Context: an optimization exercise on an open-source flow, tuned for small area, a short achievable clock period and few clock cycles. The choices shown serve that exercise and are no tape-out recipe.
At most, simulation tests tie the RTL to the original design; equivalence was not proved.

north:
## ww_dec
module ww_dec #(
    parameter N = 24                   
) (
    input  wire        clk,
    input  wire        rst,
    input  wire        in_valid,
    input  wire [7:0]  in_data,
    output wire        in_ready,
    output wire        out_valid,
    input  wire        out_ready,
    output wire [1:0]  out_kind,
    output wire        out_end,
    output wire [31:0] out_data
);
==> flow/config.mk <==
export PLATFORM = sky130hd
export DESIGN_NAME = ww_dec
export DESIGN_NICKNAME = ww_dec
export VERILOG_FILES = /design/flow/design.v
export SDC_FILE = /design/flow/constraint.sdc
export NUM_CORES = 4
export LEC_CHECK = 0
export ABC_AREA = 1
export CAP_MARGIN = 20
export CORE_MARGIN = 2
export CORE_UTILIZATION = 40
export SETUP_SLACK_MARGIN = 2.2
export SLEW_MARGIN = 20
export SYNTH_MEMORY_MAX_BITS = 16384
==> flow/constraint.sdc <==
create_clock -name core_clock -period 6.0 [get_ports {clk}]
set_input_delay 1.2000 -clock core_clock [delete_from_list [all_inputs] [get_ports {clk}]]
set_output_delay 1.2000 -clock core_clock [all_outputs]
set_load 0.01 [all_outputs]
run.sh (not shown) runs the stock make flow with config.mk's settings and CLKGATE_MAP_FILE= SYNTH_SCRIPT=/design/flow/synth_recipe.tcl, a recipe that flattens the netlist after the stock synthesis.
north finished all stages; the layout is clean.
Testbench counts of north, summed over its fixed seeds: cycles 7,610.
> inputs changed (north -> south)
- swapping 2.2 for 2.5 in SETUP_SLACK_MARGIN
- Relative to north, met2 capacity usage during global routing increased by 0.37 points in south.
- Of south and north, south shows the lower proportion of cell area occupied by registers, with north above it.
- Starting DRC count in detailed routing: south vs north down 79
- south vs. north: worst max-slew margin expressed relative to the limit saw an increase; post-CTS setup buffer count saw an increase; routed wirelength normalized by instance count has decreased; sum of met3 wire segment lengths after detailed routing shows a reduction of 75 um.
- On count of flip-flops and latches, north tracks south almost exactly.


the baseline:
Another version of the RTL of ww_dec (not shown whole).
For scale: about 87 flip-flops, ~49 I/O pins, about 0.011 mm² of cells after synthesis.
clock: 6.0 ns
lec_check: 0
cap_margin: 20
core_margin: 2
core_utilization: 40
setup_slack_margin: 3.0
slew_margin: 20
synth_memory_max_bits: 16384
## Diff of input files: the candidate against the baseline
-- flow/config.mk --
<<< the baseline, line 11
export SETUP_SLACK_MARGIN = 3.0
>>> the candidate, line 11
export SETUP_SLACK_MARGIN = 1.5
Findings:
When the candidate is measured against the baseline, its signed area change from the synthesized netlist to the final layout turns out 27 points lower.
The run with more routed wire is the baseline, not the candidate.
Fraction of area in clock buffers and inverters delta for the candidate relative to the baseline: 0.58 points higher
No run of this note included a check of the RTL's function; only the layout flow was run.


Another version of the RTL of ww_dec (not shown whole).
Size: about 49 I/O pins, roughly 8800 um^2 of cells after synthesis.
Settings: LEC_CHECK=0, CAP_MARGIN=20, CORE_MARGIN=2, CORE_UTILIZATION=40, SETUP_SLACK_MARGIN=2.0, SLEW_MARGIN=20, SYNTH_MEMORY_MAX_BITS=16384; clock period 6.0 ns.
Next try:
--- a/flow/config.mk
+++ b/flow/config.mk
@@ -7,0 +8 @@
+export ABC_AREA = 1
@@ -11 +12 @@
-export SETUP_SLACK_MARGIN = 2.0
+export SETUP_SLACK_MARGIN = 2.5
Outcome: Die area increases by 2.2%; worst setup slack improved by 460 ps; cell area is higher by 7.0%; first-iteration DRC count is lower by 33%; non-clock buffer count is higher by 25.
No functional check of the RTL was part of any run of this note.


Setup of v30:
Another version of the RTL of ww_dec (not shown whole).
For scale: ~1400 cells after synthesis, roughly 81 flip-flops, roughly 49 I/O pins, ~8300 um2 of cells after synthesis.
Design ww_dec, start of the top module:
module ww_dec #(
    parameter N = 26                   
) (
    input  wire        clk,
    input  wire        rst,
    input  wire        in_valid,
    input  wire [7:0]  in_data,
    output wire        in_ready,
    output wire        out_valid,
    input  wire        out_ready,
    output wire [1:0]  out_kind,
    output wire        out_end,
    output wire [31:0] out_data
);
export LEC_CHECK = 0
export ABC_AREA = 1
export CAP_MARGIN = 20
export CORE_MARGIN = 2
export CORE_UTILIZATION = 60
export SETUP_SLACK_MARGIN = 2.4
export SLEW_MARGIN = 20
export SYNTH_MEMORY_MAX_BITS = 16384
create_clock -name core_clock -period 6.0 [get_ports {clk}]
Every stage of the flow completed for v30, and the final layout passed the timing, design-rule and antenna checks.
Testbench counts of v30, summed over its fixed seeds: cycles 7,393.
Edits applied to the flow inputs when going from v30 to v24:
diff --git a/flow/config.mk b/flow/config.mk
--- a/flow/config.mk
+++ b/flow/config.mk
@@ -11,2 +11,2 @@
-export CORE_UTILIZATION = 60
-export SETUP_SLACK_MARGIN = 2.4
+export CORE_UTILIZATION = 50
+export SETUP_SLACK_MARGIN = 2.55
## What came out
- v24 against v30: post-CTS setup repair buffer count now larger, register-to-register slack now larger, final clock period utilization by the worst path now smaller.
- Area inside the core boundary (v24 vs. v30) increases by more than 10%
- Length in cells of the worst reg-to-reg path: v24 vs v30 up 1
- The non-clock buffer share of cell area in v24 was higher than what v30 gave.
- More vias were needed by v30 than by v24.
Modified inputs, v4 compared to v24
diff --git a/flow/config.mk b/flow/config.mk
--- a/flow/config.mk
+++ b/flow/config.mk
@@ -11,2 +11,2 @@
-export CORE_UTILIZATION = 50
-export SETUP_SLACK_MARGIN = 2.55
+export CORE_UTILIZATION = 60
+export SETUP_SLACK_MARGIN = 2.5
Findings:
For register-to-register setup slack, v4 and v24 come out practically identical. The count of buffers not belonging to the clock network in the layout number comes out lower for v4 vs v24. On critical path required time, the lower figure sits with v4, not v24. The minimum clock period of v4 was inferior to that of v24.
What v23 does differently from v4 at the input level:
diff --git a/flow/config.mk b/flow/config.mk
--- a/flow/config.mk
+++ b/flow/config.mk
@@ -12 +12 @@
-export SETUP_SLACK_MARGIN = 2.5
+export SETUP_SLACK_MARGIN = 2.65
Notes after the runs:
v23 finished every step from synthesis to the final layout, and the layout passed the timing, design-rule and antenna checks. Run comparison: v4 critical path class in -> reg; v23 critical path class reg -> reg. Summary — worst hold slack, v23 relative to v4: higher, by 0.0095 ns. Looking at number of logic inverters in the finished layout across v23 and v4, the one that comes out higher is v23.

-- static timing again, ports no longer ideal --
Ports are ideal in the flow. The routed layouts listed here were re-timed in OpenROAD. Step 1 sets driving cells, clkbuf_16 on the clock port and buf_2 on the other inputs (assumed; they add their load-dependent delay and slew). Step 2 adds t to the input delays and takes it off the output delays; t is the mean of the earliest and latest rising clock arrival at the registers after step 1. Input paths then give back, and output paths get back, about the clock's delay inside the block. Three values: ideal ports, drivers, drivers and shift; two values: the first two.
run | t (ns) | setup slack, ns | worst setup path after step 2 | latest minus earliest clock arrival (ns) | worst data-port slew with drivers (ns)
north | 0.409 | 2.344 / 2.344 / 2.053 | input to register | 0.010 / 0.010 | 0.04
south | 0.407 | 2.596 / 2.567 / 2.272 | input to register | 0.011 / 0.012 | 0.04
the baseline | 0.408 | 2.093 / 2.093 / 1.954 | input to register | 0.012 / 0.011 | 0.03
the candidate | 0.399 | 1.522 / 1.522 / 1.423 | input to register | 0.013 / 0.013 | 0.03
the first run of note 3 | 0.395 | 2.113 / 2.135 / 1.740 | input to register | 0.010 / 0.010 | 0.04
the second run of note 3 | 0.402 | 2.573 / 2.547 / 2.241 | input to register | 0.015 / 0.015 | 0.04
v30 | 0.402 | 2.468 / 2.487 / 2.085 | input to register | 0.010 / 0.010 | 0.03
v24 | 0.401 | 2.633 / 2.633 / 2.344 | input to register | 0.012 / 0.012 | 0.03
v4 | 0.402 | 2.567 / 2.587 / 2.185 | input to register | 0.010 / 0.009 | 0.03
v23 | 0.409 | 2.518 / 2.518 / 2.299 | input to register | 0.007 / 0.008 | 0.03
After both steps every run listed still meets setup and hold. The setup slack of v30, which loses most, moves by +0.019 ns with the drivers and by -0.383 ns with both steps.
